Context: an optimization exercise on an open-source flow, tuned for small area. The choices shown serve that exercise and are no tape-out recipe. The RTL was checked by simulation tests, not by an equivalence proof against the original design. Power is estimated from default activity; no workload was simulated.

the previous run:
## xmodem_rx
module xmodem_rx (
    input  wire        clk,
    input  wire        rst,
    input  wire        rx_valid,
    input  wire [7:0]  rx_data,
    output wire        tx_valid,
    output wire [7:0]  tx_data,
    input  wire        tx_pop,
    input  wire        tick,
    input  wire        cmd_valid,
    input  wire [7:0]  cmd_op,
    input  wire [7:0]  cmd_arg,
    output reg         rsp_valid,
    output reg  [1:0]  rsp_status,
    output wire [31:0] rsp_data,
    output reg         buf_we,
    output reg  [9:0]  buf_addr,
    output reg  [7:0]  buf_wdata,
    output wire        irq
);
Size: roughly 1,400 cells after synthesis, roughly 280 flip-flops, about 94 I/O pins.
Settings: LEC_CHECK=0, CAP_MARGIN=20, CORE_MARGIN=2, CORE_UTILIZATION=40, SLEW_MARGIN=20; clock period 8.0 ns.
run.sh (not shown) runs the stock make flow with config.mk's settings and CLKGATE_MAP_FILE= SYNTH_SCRIPT=/design/flow/synth_recipe.tcl, a recipe that flattens the netlist after the stock synthesis.
Input changes introduced in the current run (baseline for comparison: the previous run):
diff --git a/flow/config.mk b/flow/config.mk
--- a/flow/config.mk
+++ b/flow/config.mk
@@ -7,2 +7,3 @@
 export LEC_CHECK = 0
+export ABC_AREA = 1
 export CAP_MARGIN = 20
Notes after the runs:
Looking at average wire length per cell after detail routing, the current run sits 19% lower than the previous run does.
Number of enable-type register cells in the synthesized netlist came out exactly the same in the previous run and the current run.
Of the two candidates, the previous run has the better area after synthesis and the current run the worse one.
Going from the previous run to the current run, ratio of final minimum period to clock period went down; amount of wire on met2 after detailed routing did not really move; actual slew at the worst max-slew pin went down; maximum achievable frequency went up.
Going from the previous run to the current run, worst setup slack grows by 0.92 ns.

========
xmodem_rx, a different RTL version from the one above (not shown whole).
For scale: about 1200 cells after synthesis, about 240 flip-flops, roughly 94 I/O pins.
==> flow/config.mk <==
export PLATFORM = sky130hd
export DESIGN_NAME = xmodem_rx
export DESIGN_NICKNAME = xmodem_rx
export VERILOG_FILES = /design/flow/design.v
export SDC_FILE = /design/flow/constraint.sdc
export NUM_CORES = 4
export LEC_CHECK = 0
export CAP_MARGIN = 0
export CORE_MARGIN = 2
export CORE_UTILIZATION = 70
export CTS_BUF_LIST = sky130_fd_sc_hd__clkbuf_8
export CTS_CLUSTER_DIAMETER = 60
export CTS_CLUSTER_SIZE = 16
export SLEW_MARGIN = 0
==> flow/constraint.sdc <==
create_clock -name core_clock -period 8.0 [get_ports {clk}]
set_input_delay 1.6000 -clock core_clock [delete_from_list [all_inputs] [get_ports {clk}]]
set_output_delay 1.6000 -clock core_clock [all_outputs]
set_load 0.01 [all_outputs]
standard.sh (not shown) runs the stock make flow with config.mk's settings and CLKGATE_MAP_FILE= SYNTH_SCRIPT=/design/flow/synth_recipe.tcl, a recipe that flattens the netlist after the stock synthesis.
==> flow/flow/run.sh <==
#!/bin/bash
set -euo pipefail
HERE=$(pwd)
FLOWDIR=$HERE/flow

# ORFS synthesis script with the ABC script replaced
sed 's#^\(  *\)log_cmd abc {\*}$abc_args#\1set abc_args [lreplace $abc_args 1 1 '"$FLOWDIR"'/area.script]\n\1log_cmd abc {*}$abc_args#' \
    "$FLOW_HOME/scripts/synth.tcl" > "$HERE/own_synth_orfs.tcl"
grep -q "area.script" "$HERE/own_synth_orfs.tcl"

# The standard flow's synthesis wrapper, sourcing the script above
sed 's#source \$::env(SCRIPTS_DIR)/synth.tcl#source '"$HERE"'/own_synth_orfs.tcl#' \
    "$HERE/synth_recipe.tcl" > "$HERE/own_synth.tcl"
grep -q "own_synth_orfs.tcl" "$HERE/own_synth.tcl"

bash "$HERE/standard.sh" \
    "SYNTH_SCRIPT=$HERE/own_synth.tcl" \
    "BUFFER_PORTS_ARGS=-buffer_cell sky130_fd_sc_hd__buf_1" \
    "CTS_ARGS=-sink_clustering_enable -repair_clock_nets -sink_clustering_size 16 -sink_clustering_max_diameter 60 -buf_list sky130_fd_sc_hd__clkbuf_8 -dont_use_dummy_load" \
    finish > "$HERE/flow_make.log" 2>&1
test -s "$HERE/out/final.def"
==> flow/flow/area.script <==
strash
balance -l; resub -K 6 -l; rewrite -l; resub -K 6 -N 2 -l; refactor -l; resub -K 8 -l; balance -l; resub -K 8 -N 2 -l; rewrite -l; resub -K 10 -l; rewrite -z -l; resub -K 10 -N 2 -l; balance -l; resub -K 12 -l; refactor -z -l; resub -K 12 -N 2 -l; rewrite -z -l; balance -l
dch -f
amap -m -A 8 -F 4
topo
strash
dch -f
amap -m -A 8 -F 4
topo
strash
dch -f
amap -m -A 8 -F 4
topo
Rerun with:
--- a/flow/flow/run.sh
+++ b/flow/flow/run.sh
@@ -18,3 +18,3 @@
     "BUFFER_PORTS_ARGS=-buffer_cell sky130_fd_sc_hd__buf_1" \
-    "CTS_ARGS=-sink_clustering_enable -repair_clock_nets -sink_clustering_size 16 -sink_clustering_max_diameter 60 -buf_list sky130_fd_sc_hd__clkbuf_8 -dont_use_dummy_load" \
+    "CTS_ARGS=-sink_clustering_enable -repair_clock_nets -sink_clustering_size 20 -sink_clustering_max_diameter 70 -buf_list sky130_fd_sc_hd__clkbuf_8 -dont_use_dummy_load" \
     finish > "$HERE/flow_make.log" 2>&1
CTS_CLUSTER_DIAMETER = 70   (was 60)
CTS_CLUSTER_SIZE = 20   (was 16)
Outcome:
- The changed run completed without violations
- total power came out lower by about 1.5%
- via count came out lower by about 0.46%
- design area came out lower by 0.33%

========
Another version of the RTL of xmodem_rx (not shown whole).
For scale: about 1200 cells after synthesis, ~94 I/O pins.
==> flow/config.mk <==
export PLATFORM = sky130hd
export DESIGN_NAME = xmodem_rx
export DESIGN_NICKNAME = xmodem_rx
export VERILOG_FILES = /design/flow/design.v
export SDC_FILE = /design/flow/constraint.sdc
export NUM_CORES = 4
export LEC_CHECK = 0
export CAP_MARGIN = 0
export CORE_MARGIN = 2
export CORE_UTILIZATION = 70
export CTS_BUF_LIST = sky130_fd_sc_hd__clkbuf_8
export CTS_CLUSTER_DIAMETER = 60
export CTS_CLUSTER_SIZE = 16
export SLEW_MARGIN = 0
==> flow/constraint.sdc <==
create_clock -name core_clock -period 8.0 [get_ports {clk}]
set_input_delay 1.6000 -clock core_clock [delete_from_list [all_inputs] [get_ports {clk}]]
set_output_delay 1.6000 -clock core_clock [all_outputs]
set_load 0.01 [all_outputs]
==> flow/flow/run.sh <==
#!/bin/bash
# Own layout flow: the standard ORFS flow with two changes.
#  1. Synthesis is the standard synthesis script, except that ABC maps
#     the combinational logic with an area-oriented script (flow/area.script)
#     instead of ORFS's delay-oriented one. Flip-flops are mapped before ABC
#     runs, so the registers (names, count, cell types) are unchanged.
#  2. Port buffers use the smallest buffer cell (buf_1); every input and
#     output port still gets its buffer.
# Each tool's full output goes to a log file in this folder.
set -euo pipefail
HERE=$(pwd)
FLOWDIR=$HERE/flow

# ORFS synthesis script with the ABC script replaced
sed 's#^\(  *\)log_cmd abc {\*}$abc_args#\1set abc_args [lreplace $abc_args 1 1 '"$FLOWDIR"'/area.script]\n\1log_cmd abc {*}$abc_args#' \
    "$FLOW_HOME/scripts/synth.tcl" > "$HERE/own_synth_orfs.tcl"
grep -q "area.script" "$HERE/own_synth_orfs.tcl"

# The standard flow's synthesis wrapper, sourcing the script above
sed 's#source \$::env(SCRIPTS_DIR)/synth.tcl#source '"$HERE"'/own_synth_orfs.tcl#' \
    "$HERE/synth_recipe.tcl" > "$HERE/own_synth.tcl"
grep -q "own_synth_orfs.tcl" "$HERE/own_synth.tcl"

bash "$HERE/standard.sh" \
    "SYNTH_SCRIPT=$HERE/own_synth.tcl" \
    "BUFFER_PORTS_ARGS=-buffer_cell sky130_fd_sc_hd__buf_1" \
    finish > "$HERE/flow_make.log" 2>&1
test -s "$HERE/out/final.def"
==> flow/flow/area.script <==
strash
balance -l; resub -K 6 -l; rewrite -l; resub -K 6 -N 2 -l; refactor -l; resub -K 8 -l; balance -l; resub -K 8 -N 2 -l; rewrite -l; resub -K 10 -l; rewrite -z -l; resub -K 10 -N 2 -l; balance -l; resub -K 12 -l; refactor -z -l; resub -K 12 -N 2 -l; rewrite -z -l; balance -l
dch -f
amap -m -A 8
topo
strash
dch -f
amap -m -A 8
topo
Then changed:
==> flow/flow/area.script (replaced) <==
strash
dc2
dch -f
amap -m -A 8
topo
--- a/flow/config.mk
+++ b/flow/config.mk
@@ -6,9 +6,9 @@
 export NUM_CORES = 4
 export LEC_CHECK = 0
-export CAP_MARGIN = 0
+export CAP_MARGIN = 20
 export CORE_MARGIN = 2
-export CORE_UTILIZATION = 70
+export CORE_UTILIZATION = 40
 export CTS_BUF_LIST = sky130_fd_sc_hd__clkbuf_8
 export CTS_CLUSTER_DIAMETER = 60
 export CTS_CLUSTER_SIZE = 16
-export SLEW_MARGIN = 0
+export SLEW_MARGIN = 20
=> Worst setup slack degrades by 63 ps. Synthesized area grows by 1.5%. Count of clock-buffer cells in the layout grows by 3. Sequential power hardly moves. Wire length grows by 6.1%. Maximum frequency shrinks by 0.92%. Critical path depth shrinks by 4. Cell count grows by 13%.
Then changed:
==> flow/flow/area.script (replaced) <==
strash
balance -l; resub -K 6 -l; rewrite -l; resub -K 6 -N 2 -l; refactor -l; resub -K 8 -l; balance -l; resub -K 8 -N 2 -l; rewrite -l; resub -K 10 -l; rewrite -z -l; resub -K 10 -N 2 -l; balance -l; resub -K 12 -l; refactor -z -l; resub -K 12 -N 2 -l; rewrite -z -l; balance -l
dch -f
amap -m -A 8
topo
strash
dch -f
amap -m -A 8
topo
--- a/flow/config.mk
+++ b/flow/config.mk
@@ -6,9 +6,9 @@
 export NUM_CORES = 4
 export LEC_CHECK = 0
-export CAP_MARGIN = 20
+export CAP_MARGIN = 0
 export CORE_MARGIN = 2
-export CORE_UTILIZATION = 40
+export CORE_UTILIZATION = 60
 export CTS_BUF_LIST = sky130_fd_sc_hd__clkbuf_8
 export CTS_CLUSTER_DIAMETER = 60
 export CTS_CLUSTER_SIZE = 16
-export SLEW_MARGIN = 20
+export SLEW_MARGIN = 0
After rerunning: Die area shrinks by 34%; core utilization went up by 22 points; via count shrinks by about 0.4%; clock skew goes up by 29 ps; worst setup slack got worse by 29 ps; non-clock buffer count came out higher by 2; routed wire length fell by 6.7%; global-route usage came out higher by 8.7 points; final area went down by about 3%; flip-flop and latch count is unchanged.

port drivers added, routing unchanged:
How much do the figures lean on ideal ports? The routed layouts below were timed once more, with nothing changed but the port constraints.
Step 1 sets driving cells, clkbuf_16 on the clock port and buf_2 on the other inputs (assumed; they add their load-dependent delay and slew).
Step 2 times the ports against the registers' clock, not the clock port: input delays grow and output delays shrink by t, the midpoint of the rising clock arrivals with the driver on.
Three values: ideal, step 1, step 2; two values: the first two.
run	shift t [ns]	setup slack, ns	hold WS [ns]	latest minus earliest clock arrival (ns)	slew at the worst register clock pin (ns)
the previous run	0.632	1.748 / 1.748 / 1.748	0.419 / 0.419 / 0.419	0.015 / 0.016	0.06 / 0.06
the current run	0.635	2.664 / 2.664 / 2.664	0.354 / 0.354 / 0.354	0.012 / 0.012	0.07 / 0.07
the first run of note 2	0.546	1.097 / 1.097 / 1.097	0.444 / 0.444 / 0.444	0.062 / 0.061	0.10 / 0.10
the second run of note 2	0.561	1.058 / 1.058 / 1.058	0.445 / 0.445 / 0.445	0.038 / 0.039	0.12 / 0.12
the first run of note 3	0.558	1.232 / 1.232 / 1.232	0.454 / 0.454 / 0.454	0.031 / 0.031	0.11 / 0.11
the second run of note 3	0.609	1.169 / 1.169 / 1.169	0.447 / 0.447 / 0.447	0.019 / 0.019	0.11 / 0.11
the third run of note 3	0.581	1.140 / 1.140 / 1.140	0.455 / 0.455 / 0.455	0.048 / 0.048	0.11 / 0.11
After both steps every run listed still meets setup and hold.
